This is an optimization exercise on Yosys and OpenROAD, whose aim is a short achievable clock period, few clock cycles and low power, not a production implementation. Only simulation tests tie the RTL to the original design; equivalence was not proved. Power and IR drop assume default switching activity.

==> run a: inputs <==
## procsi_core
module procsi_core (
    input  wire        clk,
    input  wire        rst,         
    output reg         mem_req,
    output reg         mem_we,
    output reg  [7:0]  mem_addr,
    output reg  [15:0] mem_wdata,
    input  wire [15:0] mem_rdata,
    output wire        halted,
    output wire        faulted,
    input  wire [3:0]  dbg_sel,
    output reg  [15:0] dbg_data
);
export LEC_CHECK = 0
export CAP_MARGIN = 20
export CORE_MARGIN = 2
export CORE_UTILIZATION = 40
export PLACE_DENSITY = 0.6
export SLEW_MARGIN = 20
create_clock -name core_clock -period 10.0 [get_ports {clk}]
run.sh (not shown) runs the stock make flow with config.mk's settings and CLKGATE_MAP_FILE= SYNTH_SCRIPT=/design/flow/synth_recipe.tcl, a recipe that flattens the netlist after the stock synthesis.
==> inputs of run b, as changes to run a <==
--- a/flow/design.v
+++ b/flow/design.v
@@ -34,11 +34,10 @@
                      S_RWD   = 4'd5,    
                      S_RWP   = 4'd6,    
                      S_VAL   = 4'd7,    
                      S_DVAL  = 4'd8,    
                      S_POPV  = 4'd9,    
-                     S_MX    = 4'd10,   
                      S_WR    = 4'd11,   
                      S_CALL  = 4'd12,   
                      S_RET   = 4'd13,   
                      S_STOP  = 4'd14;
     reg [15:0] x [0:7];
@@ -89,25 +88,37 @@
     wire [1:0] i_nw = {1'b0, i_ddir} + {1'b0, i_simm | i_sdir};
     wire i_alu2 = i_op >= OP_ADD && i_op <= OP_SHR;
     wire i_mov  = i_op == OP_MOV;
     wire i_pop  = i_op == OP_POP;
     wire i_sets_sr = i_alu2 || i_mov;
+    wire wrange = (i_nw != 2'd0 && pc[7:0] == 8'hFF) || (i_nw == 2'd2 && pc[7:0] == 8'hFE);
     wire [8:0] i_npc = {1'b0, pc[7:0]} + {7'd0, i_nw} + 9'd1;
-    wire [2:0]  rb = (st == S_CALL) ? {1'b1, cnt[1:0]} : i_rs;
     wire [15:0] xa = x[i_rd];
-    wire [15:0] xb = x[rb];
-    wire [15:0] alu_a = (st == S_MX) ? mem_wdata : xa;
-    wire [15:0] alu_b = i_sreg ? xb : sv;
+    wire [15:0] xb = x[i_rs];
+    wire        alu_on = (st == S_DVAL) || (st == S_E) || (st == S_LOAD);
+    wire [15:0] alu_a = ((st == S_DVAL) ? mem_rdata : xa) & {16{alu_on}};
+    wire [15:0] alu_b = (i_sreg ? xb : sv) & {16{alu_on}};
     reg  [15:0] res;
+    wire        is_sub = (i_op == OP_SUB);
+    wire [15:0] addsub = alu_a + (alu_b ^ {16{is_sub}}) + {15'd0, is_sub};
+    wire        is_shr = i_op[0];
+    reg  [15:0] sh_in, sh_out;
+    wire [15:0] sh_l = sh_in << alu_b[3:0];
+    integer k;
+    always @(*)
+        for (k = 0; k < 16; k = k + 1)
+            sh_in[k] = is_shr ? alu_a[15-k] : alu_a[k];
+    integer j;
+    always @(*)
+        for (j = 0; j < 16; j = j + 1)
+            sh_out[j] = is_shr ? sh_l[15-j] : sh_l[j];
     always @(*) begin
         case (i_op)
-            OP_ADD:  res = alu_a + alu_b;
-            OP_SUB:  res = alu_a - alu_b;
+            OP_ADD, OP_SUB: res = addsub;
             OP_AND:  res = alu_a & alu_b;
             OP_OR:   res = alu_a | alu_b;
-            OP_SHL:  res = (alu_b[15:4] == 12'd0) ? (alu_a << alu_b[3:0]) : 16'd0;
-            OP_SHR:  res = (alu_b[15:4] == 12'd0) ? (alu_a >> alu_b[3:0]) : 16'd0;
+            OP_SHL, OP_SHR: res = (alu_b[15:4] == 12'd0) ? sh_out : 16'd0;
             default: res = alu_b;                        
         endcase
     end
     always @(*) begin
         case (dbg_sel)
@@ -127,13 +138,17 @@
     reg [7:0]  sp_n, da_n, addr_n;
     reg [1:0]  run_n;
     reg        halt_reason_n, xp_n, req_n, we_n;
     reg [2:0]  fault_code_n, cnt_n;
     reg [3:0]  st_n;
-    reg        x_we;
-    reg [2:0]  x_wa;
-    reg [15:0] x_wd;
+    wire rr_op  = (i_alu2 || i_mov) && ir[9:6] == 4'd0;      
+    wire wr_pop = (st == S_POPV) && i_mode == 3'd0;
+    wire wr_ret = (st == S_RET) && cnt != 3'd0 && cnt != 3'd5;
+    wire x_we   = (st == S_E && rr_op && !pc[8]) || (st == S_LOAD && xp) ||
+                  wr_pop || wr_ret;
+    wire [2:0]  x_wa = wr_ret ? 3'd0 - cnt : i_rd;         
+    wire [15:0] x_wd = (wr_pop || wr_ret) ? mem_rdata : res;
     reg [16:0] t1;
     task automatic fault(input [2:0] code);
         begin
             run_n        = RUN_FAULTED;
             fault_code_n = code;
@@ -202,13 +217,14 @@
                         fault(F_STACK_OVER);
                     else if (v[15:8] != 8'd0)
                         fault(F_MEM_RANGE);
                     else begin
                         wr(sp, {7'd0, np} - 16'd1);
+                        cnt_n = 3'd0;
                         sp_n  = sp - 8'd1;
                         sv_n  = v;
-                        cnt_n = 3'd0;
+                        ir_n[12:10] = 3'd4;     
                         st_n  = S_CALL;
                     end
                 end
                 default: begin        
                     if (sp == 8'd0)
@@ -250,22 +266,18 @@
         xp_n          = 1'b0;
         req_n         = 1'b0;
         we_n          = 1'b0;
         addr_n        = mem_addr;
         wd_n          = mem_wdata;
-        x_we          = 1'b0;
-        x_wa          = i_rd;
-        x_wd          = res;
         t1            = 17'd0;
         case (st)
             S_FETCH: begin
                 rd(mem_addr + 8'd1);
                 st_n = S_LOAD;
             end
             S_LOAD: begin
                 if (xp) begin         
-                    x_we = 1'b1;
                     if (i_sets_sr) sr_n = res;
                 end
                 ir_n = mem_rdata;
                 rd(mem_addr + 8'd1);
                 st_n = S_E;
@@ -279,11 +291,11 @@
                     fault(F_INVALID_OPCODE);
                 else if (i_m4[3])
                     fault(F_INVALID_MODE);
                 else if (!legal(i_op, i_mode))
                     fault(F_ILLEGAL_MODE);
-                else if ({1'b0, pc[7:0]} + {7'd0, i_nw} > 9'd255)
+                else if (wrange)
                     fault(F_MEM_RANGE);
                 else if (i_dind && xa[15:8] != 8'd0)
                     fault(F_MEM_RANGE);
                 else if (i_sind && xb[15:8] != 8'd0)
                     fault(F_MEM_RANGE);
@@ -371,11 +383,10 @@
                         rd(sp + 8'd1);
                         sp_n = sp + 8'd1;
                         st_n = S_RWP;
                     end
                 end else if (i_hd) begin              
-                    x_we = 1'b1;
                     if (i_sets_sr) sr_n = res;
                     take_next;
                 end else if (i_op == OP_JEQ && sr != 16'd0)
                     take_next;
                 else
@@ -400,24 +411,18 @@
             S_RWP: begin
                 if (i_mode == 3'd0) rd(i_npc[7:0]);
                 st_n = S_POPV;
             end
             S_VAL: mem_action(mem_rdata, i_npc);
-            S_DVAL: begin
-                wd_n = mem_rdata;
-                st_n = S_MX;
-            end
-            S_MX: begin
+            S_DVAL: begin                             
                 wr(da, res);
                 sr_n = res;
                 pc_n = {7'd0, i_npc};
                 st_n = S_WR;
             end
             S_POPV: begin
                 if (i_mode == 3'd0) begin
-                    x_we = 1'b1;
-                    x_wd = mem_rdata;
                     go_load(i_npc);
                 end else begin
                     wr(da, mem_rdata);
                     pc_n = {7'd0, i_npc};
                     st_n = S_WR;
@@ -426,14 +431,15 @@
             S_WR: begin
                 rd(pc[7:0]);
                 st_n = S_FETCH;
             end
             S_CALL: begin
-                if (cnt != 3'd4) begin
+                if (!cnt[0]) begin
                     wr(sp, xb);
                     sp_n  = sp - 8'd1;
-                    cnt_n = cnt + 3'd1;
+                    ir_n[12:10] = i_rs + 3'd1;
+                    if (i_rs == 3'd7) cnt_n = 3'd1;
                 end else begin
                     pc_n = sv;
                     rd(sv[7:0]);
                     st_n = S_FETCH;
                 end
@@ -442,15 +448,10 @@
                 cnt_n = cnt + 3'd1;
                 if (cnt <= 3'd3) begin
                     rd(sp + 8'd1);
                     sp_n = sp + 8'd1;
                 end
-                if (cnt >= 3'd1 && cnt <= 3'd4) begin
-                    x_we = 1'b1;
-                    x_wa = 3'd0 - cnt;      
-                    x_wd = mem_rdata;
-                end
                 if (cnt == 3'd5) begin
                     t1   = {1'b0, mem_rdata} + 17'd1;
                     pc_n = t1[15:0];
                     if (t1 >= 17'd256)
                         stop_halt(1'b1);
Settings changed: CORE_UTILIZATION 40 to 65, PLACE_DENSITY 0.6 to 0.8, SETUP_SLACK_MARGIN from default to 5.
==> inputs of run c, as changes to run a <==
--- a/flow/design.v
+++ b/flow/design.v
@@ -45,11 +45,12 @@
     reg [15:0] pc, sr;
     reg [7:0]  sp;
     reg [1:0]  run;
     reg        halt_reason;
     reg [2:0]  fault_code;
-    reg [3:0]  st;
+    reg [14:0] so;            
+    integer    si;
     reg [15:0] ir;
     reg [15:0] sv;
     reg [7:0]  da;
     reg [2:0]  cnt;
     reg        xp;            
@@ -89,25 +90,37 @@
     wire [1:0] i_nw = {1'b0, i_ddir} + {1'b0, i_simm | i_sdir};
     wire i_alu2 = i_op >= OP_ADD && i_op <= OP_SHR;
     wire i_mov  = i_op == OP_MOV;
     wire i_pop  = i_op == OP_POP;
     wire i_sets_sr = i_alu2 || i_mov;
+    wire wrange = (i_nw != 2'd0 && pc[7:0] == 8'hFF) || (i_nw == 2'd2 && pc[7:0] == 8'hFE);
     wire [8:0] i_npc = {1'b0, pc[7:0]} + {7'd0, i_nw} + 9'd1;
-    wire [2:0]  rb = (st == S_CALL) ? {1'b1, cnt[1:0]} : i_rs;
     wire [15:0] xa = x[i_rd];
-    wire [15:0] xb = x[rb];
-    wire [15:0] alu_a = (st == S_MX) ? mem_wdata : xa;
-    wire [15:0] alu_b = i_sreg ? xb : sv;
+    wire [15:0] xb = x[i_rs];
+    wire        alu_on = so[S_MX] || so[S_E] || so[S_LOAD];
+    wire [15:0] alu_a = (so[S_MX] ? mem_wdata : xa) & {16{alu_on}};
+    wire [15:0] alu_b = (i_sreg ? xb : sv) & {16{alu_on}};
     reg  [15:0] res;
+    wire        is_sub = (i_op == OP_SUB);
+    wire [15:0] addsub = alu_a + (alu_b ^ {16{is_sub}}) + {15'd0, is_sub};
+    wire        is_shr = i_op[0];
+    reg  [15:0] sh_in, sh_out;
+    wire [15:0] sh_l = sh_in << alu_b[3:0];
+    integer k;
+    always @(*)
+        for (k = 0; k < 16; k = k + 1)
+            sh_in[k] = is_shr ? alu_a[15-k] : alu_a[k];
+    integer j;
+    always @(*)
+        for (j = 0; j < 16; j = j + 1)
+            sh_out[j] = is_shr ? sh_l[15-j] : sh_l[j];
     always @(*) begin
         case (i_op)
-            OP_ADD:  res = alu_a + alu_b;
-            OP_SUB:  res = alu_a - alu_b;
+            OP_ADD, OP_SUB: res = addsub;
             OP_AND:  res = alu_a & alu_b;
             OP_OR:   res = alu_a | alu_b;
-            OP_SHL:  res = (alu_b[15:4] == 12'd0) ? (alu_a << alu_b[3:0]) : 16'd0;
-            OP_SHR:  res = (alu_b[15:4] == 12'd0) ? (alu_a >> alu_b[3:0]) : 16'd0;
+            OP_SHL, OP_SHR: res = (alu_b[15:4] == 12'd0) ? sh_out : 16'd0;
             default: res = alu_b;                        
         endcase
     end
     always @(*) begin
         case (dbg_sel)
@@ -127,13 +140,17 @@
     reg [7:0]  sp_n, da_n, addr_n;
     reg [1:0]  run_n;
     reg        halt_reason_n, xp_n, req_n, we_n;
     reg [2:0]  fault_code_n, cnt_n;
     reg [3:0]  st_n;
-    reg        x_we;
-    reg [2:0]  x_wa;
-    reg [15:0] x_wd;
+    wire rr_op  = (i_alu2 || i_mov) && ir[9:6] == 4'd0;      
+    wire wr_pop = so[S_POPV] && i_mode == 3'd0;
+    wire wr_ret = so[S_RET] && cnt != 3'd0 && cnt != 3'd5;
+    wire x_we   = (so[S_E] && rr_op && !pc[8]) || (so[S_LOAD] && xp) ||
+                  wr_pop || wr_ret;
+    wire [2:0]  x_wa = wr_ret ? 3'd0 - cnt : i_rd;         
+    wire [15:0] x_wd = (wr_pop || wr_ret) ? mem_rdata : res;
     reg [16:0] t1;
     task automatic fault(input [2:0] code);
         begin
             run_n        = RUN_FAULTED;
             fault_code_n = code;
@@ -202,13 +219,14 @@
                         fault(F_STACK_OVER);
                     else if (v[15:8] != 8'd0)
                         fault(F_MEM_RANGE);
                     else begin
                         wr(sp, {7'd0, np} - 16'd1);
+                        cnt_n = 3'd0;
                         sp_n  = sp - 8'd1;
                         sv_n  = v;
-                        cnt_n = 3'd0;
+                        ir_n[12:10] = 3'd4;     
                         st_n  = S_CALL;
                     end
                 end
                 default: begin        
                     if (sp == 8'd0)
@@ -240,50 +258,48 @@
         sr_n          = sr;
         sp_n          = sp;
         run_n         = run;
         halt_reason_n = halt_reason;
         fault_code_n  = fault_code;
-        st_n          = st;
+        st_n          = S_STOP;
+        for (si = 0; si < 15; si = si + 1)       
+            if (so[si]) st_n = si[3:0];
         ir_n          = ir;
         sv_n          = sv;
         da_n          = da;
         cnt_n         = cnt;
         xp_n          = 1'b0;
         req_n         = 1'b0;
         we_n          = 1'b0;
         addr_n        = mem_addr;
         wd_n          = mem_wdata;
-        x_we          = 1'b0;
-        x_wa          = i_rd;
-        x_wd          = res;
         t1            = 17'd0;
-        case (st)
-            S_FETCH: begin
+        case (1'b1)
+            so[S_FETCH]: begin
                 rd(mem_addr + 8'd1);
                 st_n = S_LOAD;
             end
-            S_LOAD: begin
+            so[S_LOAD]: begin
                 if (xp) begin         
-                    x_we = 1'b1;
                     if (i_sets_sr) sr_n = res;
                 end
                 ir_n = mem_rdata;
                 rd(mem_addr + 8'd1);
                 st_n = S_E;
             end
-            S_E: begin
+            so[S_E]: begin
                 if (pc[8])
                     stop_halt(1'b1);
                 else if (i_op == OP_HALT)
                     stop_halt(1'b0);
                 else if (i_op > OP_HALT)
                     fault(F_INVALID_OPCODE);
                 else if (i_m4[3])
                     fault(F_INVALID_MODE);
                 else if (!legal(i_op, i_mode))
                     fault(F_ILLEGAL_MODE);
-                else if ({1'b0, pc[7:0]} + {7'd0, i_nw} > 9'd255)
+                else if (wrange)
                     fault(F_MEM_RANGE);
                 else if (i_dind && xa[15:8] != 8'd0)
                     fault(F_MEM_RANGE);
                 else if (i_sind && xb[15:8] != 8'd0)
                     fault(F_MEM_RANGE);
@@ -371,86 +387,79 @@
                         rd(sp + 8'd1);
                         sp_n = sp + 8'd1;
                         st_n = S_RWP;
                     end
                 end else if (i_hd) begin              
-                    x_we = 1'b1;
                     if (i_sets_sr) sr_n = res;
                     take_next;
                 end else if (i_op == OP_JEQ && sr != 16'd0)
                     take_next;
                 else
                     flow_op(xb, i_npc);
             end
-            S_W2: begin                               
+            so[S_W2]: begin                               
                 if (i_alu2) begin
                     sv_n = mem_rdata;
                     st_n = S_DVAL;
                 end else begin
                     wr(da, mem_rdata);
                     if (i_mov) sr_n = mem_rdata;
                     pc_n = {7'd0, i_npc};
                     st_n = S_WR;
                 end
             end
-            S_RWV: begin
+            so[S_RWV]: begin
                 rd(i_npc[7:0]);
                 st_n = S_VAL;
             end
-            S_RWD: st_n = S_DVAL;
-            S_RWP: begin
+            so[S_RWD]: st_n = S_DVAL;
+            so[S_RWP]: begin
                 if (i_mode == 3'd0) rd(i_npc[7:0]);
                 st_n = S_POPV;
             end
-            S_VAL: mem_action(mem_rdata, i_npc);
-            S_DVAL: begin
+            so[S_VAL]: mem_action(mem_rdata, i_npc);
+            so[S_DVAL]: begin
                 wd_n = mem_rdata;
                 st_n = S_MX;
             end
-            S_MX: begin
+            so[S_MX]: begin
                 wr(da, res);
                 sr_n = res;
                 pc_n = {7'd0, i_npc};
                 st_n = S_WR;
             end
-            S_POPV: begin
+            so[S_POPV]: begin
                 if (i_mode == 3'd0) begin
-                    x_we = 1'b1;
-                    x_wd = mem_rdata;
                     go_load(i_npc);
                 end else begin
                     wr(da, mem_rdata);
                     pc_n = {7'd0, i_npc};
                     st_n = S_WR;
                 end
             end
-            S_WR: begin
+            so[S_WR]: begin
                 rd(pc[7:0]);
                 st_n = S_FETCH;
             end
-            S_CALL: begin
-                if (cnt != 3'd4) begin
+            so[S_CALL]: begin
+                if (!cnt[0]) begin
                     wr(sp, xb);
                     sp_n  = sp - 8'd1;
-                    cnt_n = cnt + 3'd1;
+                    ir_n[12:10] = i_rs + 3'd1;
+                    if (i_rs == 3'd7) cnt_n = 3'd1;
                 end else begin
                     pc_n = sv;
                     rd(sv[7:0]);
                     st_n = S_FETCH;
                 end
             end
-            S_RET: begin
+            so[S_RET]: begin
                 cnt_n = cnt + 3'd1;
                 if (cnt <= 3'd3) begin
                     rd(sp + 8'd1);
                     sp_n = sp + 8'd1;
                 end
-                if (cnt >= 3'd1 && cnt <= 3'd4) begin
-                    x_we = 1'b1;
-                    x_wa = 3'd0 - cnt;      
-                    x_wd = mem_rdata;
-                end
                 if (cnt == 3'd5) begin
                     t1   = {1'b0, mem_rdata} + 17'd1;
                     pc_n = t1[15:0];
                     if (t1 >= 17'd256)
                         stop_halt(1'b1);
@@ -458,11 +467,11 @@
                         rd(t1[7:0]);
                         st_n = S_FETCH;
                     end
                 end
             end
-            default: st_n = S_STOP;
+            default: ;
         endcase
     end
     integer i;
     always @(posedge clk) begin
         if (rst) begin
@@ -472,11 +481,11 @@
             sp          <= 8'd255;
             sr          <= 16'd0;
             run         <= RUN_READY;
             halt_reason <= 1'b0;
             fault_code  <= 3'd0;
-            st          <= S_FETCH;
+            so          <= 15'd1 << S_FETCH;
             ir          <= 16'd0;
             sv          <= 16'd0;
             da          <= 8'd0;
             cnt         <= 3'd0;
             xp          <= 1'b0;
@@ -491,11 +500,11 @@
             sp          <= sp_n;
             sr          <= sr_n;
             run         <= run_n;
             halt_reason <= halt_reason_n;
             fault_code  <= fault_code_n;
-            st          <= st_n;
+            so          <= 15'd1 << st_n;
             ir          <= ir_n;
             sv          <= sv_n;
             da          <= da_n;
             cnt         <= cnt_n;
             xp          <= xp_n;
Settings changed: CAP_MARGIN 20 to 25, CORE_UTILIZATION 40 to 50, CTS_BUF_LIST from default to sky130_fd_sc_hd__clkbuf_16, CTS_CLUSTER_DIAMETER from default to 90, CTS_CLUSTER_SIZE from default to 24, PLACE_DENSITY 0.6 to 0.7, SETUP_SLACK_MARGIN from default to 4.5, SLEW_MARGIN 20 to 25.
==> tab_implementation.tex <==
\begin{tabular}{lr}
\hline
Metric & Value \\
\hline
\multicolumn{2}{l}{\textbf{Synthesis}} \\
\quad Count of mapped cells out of synthesis & 3777 \\
\quad Area fraction in and, or, nand and nor cells after synthesis & 0.216 \\
\quad Post-Synthesis Cell Area & 28300 um\^{}2 \\
\quad Fraction of the mapped netlist area in adder cells & 0.0219 \\
\quad Portion of netlist area occupied by mux cells & 0.115 \\
\quad Syn\_nets & 3840 \\
\multicolumn{2}{l}{\textbf{Status}} \\
\quad Stop stage & global routing \\
\quad Run-stopping error & [ERROR GRT-0116] Global routing finished with congestion. Check the congestion regions in the DRC Viewer. \\
\quad Run status & did not finish \\
\multicolumn{2}{l}{\textbf{Placement}} \\
\quad DP Wirelength & 105000 um \\
\multicolumn{2}{l}{\textbf{CTS}} \\
\quad Post-CTS Repair Setup Buffers & 50 \\
\quad Number of buffers created by CTS & 30 \\
\quad Number of gates resized after CTS & 243 \\
\multicolumn{2}{l}{\textbf{Global route}} \\
\quad Grt met3 use & 0.660 \\
\quad Total overflow reported by the global router & 37 \\
\hline
\end{tabular}
the above is filed under run b

==> tab_implementation.tex <==
\begin{tabular}{lr}
\hline
Metric & Value \\
\hline
\multicolumn{2}{l}{\textbf{Critical path}} \\
\quad Worst-path maximum fanout & 6 \\
\multicolumn{2}{l}{\textbf{Power}} \\
\quad Psw & 1.86 mW \\
\multicolumn{2}{l}{\textbf{Routing}} \\
\quad Drt first pass iters & 12 \\
\multicolumn{2}{l}{\textbf{Synthesis}} \\
\quad Fraction of the mapped netlist area in adder cells & 0.0222 \\
\quad Syn\_nets & 3812 \\
\quad Area fraction in and, or, nand and nor cells after synthesis & 0.212 \\
\quad Count of mapped cells out of synthesis & 3750 \\
\quad Post-Synthesis Cell Area & 28200 um\^{}2 \\
\quad Portion of netlist area occupied by mux cells & 0.130 \\
\multicolumn{2}{l}{\textbf{CTS}} \\
\quad Post-CTS Repair Setup Buffers & 20 \\
\quad Number of gates resized after CTS & 190 \\
\quad Number of buffers created by CTS & 24 \\
\multicolumn{2}{l}{\textbf{Layout}} \\
\quad Utilization after layout & 0.569 \\
\quad Number of diodes & 13 \\
\multicolumn{2}{l}{\textbf{Status}} \\
\quad Run status & no timing/DRC/antenna violations \\
\multicolumn{2}{l}{\textbf{Global route}} \\
\quad Via count of the first global-routing pass & 32704 \\
\quad Grt met3 use & 0.298 \\
\quad Met2 usage in global routing & 0.815 \\
\multicolumn{2}{l}{\textbf{Placement}} \\
\quad DP Wirelength & 124000 um \\
\hline
\end{tabular}
the above is filed under run c

==> tab_implementation.tex <==
\begin{tabular}{lr}
\hline
Metric & Value \\
\hline
\multicolumn{2}{l}{\textbf{Global route}} \\
\quad Total overflow reported by the global router & 0 \\
\quad Grt met3 use & 0.185 \\
\multicolumn{2}{l}{\textbf{Synthesis}} \\
\quad Post-Synthesis Cell Area & 29000 um\^{}2 \\
\quad Syn\_nets & 4020 \\
\quad Post-synthesis cell type with the largest combined area & sky130\_fd\_sc\_hd\_\_edfxtp\_1 \\
\quad Fraction of the mapped netlist area in adder cells & 0.0186 \\
\quad Area fraction in and, or, nand and nor cells after synthesis & 0.214 \\
\quad Count of mapped cells out of synthesis & 3956 \\
\quad Portion of netlist area occupied by mux cells & 0.116 \\
\multicolumn{2}{l}{\textbf{Critical path}} \\
\quad Worst reg-to-reg setup slack & 1.50 ns \\
\quad Launch instance of the worst register-to-register path & st[0]\$\_SDFFE\_PP0P\_ \\
\multicolumn{2}{l}{\textbf{CTS}} \\
\quad Number of buffers created by CTS & 36 \\
\quad Post-CTS Repair Setup Buffers & 0 \\
\quad Number of gates resized after CTS & 0 \\
\multicolumn{2}{l}{\textbf{Timing}} \\
\quad Final number of max-transition violations & 0 \\
\multicolumn{2}{l}{\textbf{Placement}} \\
\quad DP Wirelength & 134000 um \\
\multicolumn{2}{l}{\textbf{Status}} \\
\quad Run status & no timing/DRC/antenna violations \\
\multicolumn{2}{l}{\textbf{Layout}} \\
\quad Number of non-clock buffers in the layout & 252 \\
\quad Utilization after layout & 0.447 \\
\hline
\end{tabular}
the above is filed under run a

Testbench counts of run a, summed over its fixed seeds: cycles 162,220.
Testbench counts of run b, summed over its fixed seeds: cycles 158,997.
Testbench counts of run c, summed over its fixed seeds: cycles 162,220.

==> afterwards: timing with drivers on the ports <==
The flow's constraints put no driver on any port. The routed layouts listed below were extracted and timed again, unchanged, in two steps. Step 1: set_driving_cell puts a clkbuf_16 on clk and a buf_2 on each other input, an assumption about the parent block. Step 2 moves the port delays by t, midway between the first and last clock arrival at a register: inputs arrive t later, outputs are due t later. That takes back most of the time a late clock gives input paths. Three values: no drivers, after step 1, after step 2; two values: the first two.
run	t, ns	slack for setup (ns)	worst setup path at the end	slew at the worst register clock pin (ns)	pins driven straight from the clock port
run a	0.655	1.502 / 1.502 / 1.502	register to register	0.08 / 0.08	1
run c	0.678	4.400 / 4.235 / 3.812	input to register	0.11 / 0.11	1
After both steps setup and hold are still met in every run listed. The setup slack of run c, which loses most, moves by -0.165 ns with the drivers and by -0.588 ns with both steps.
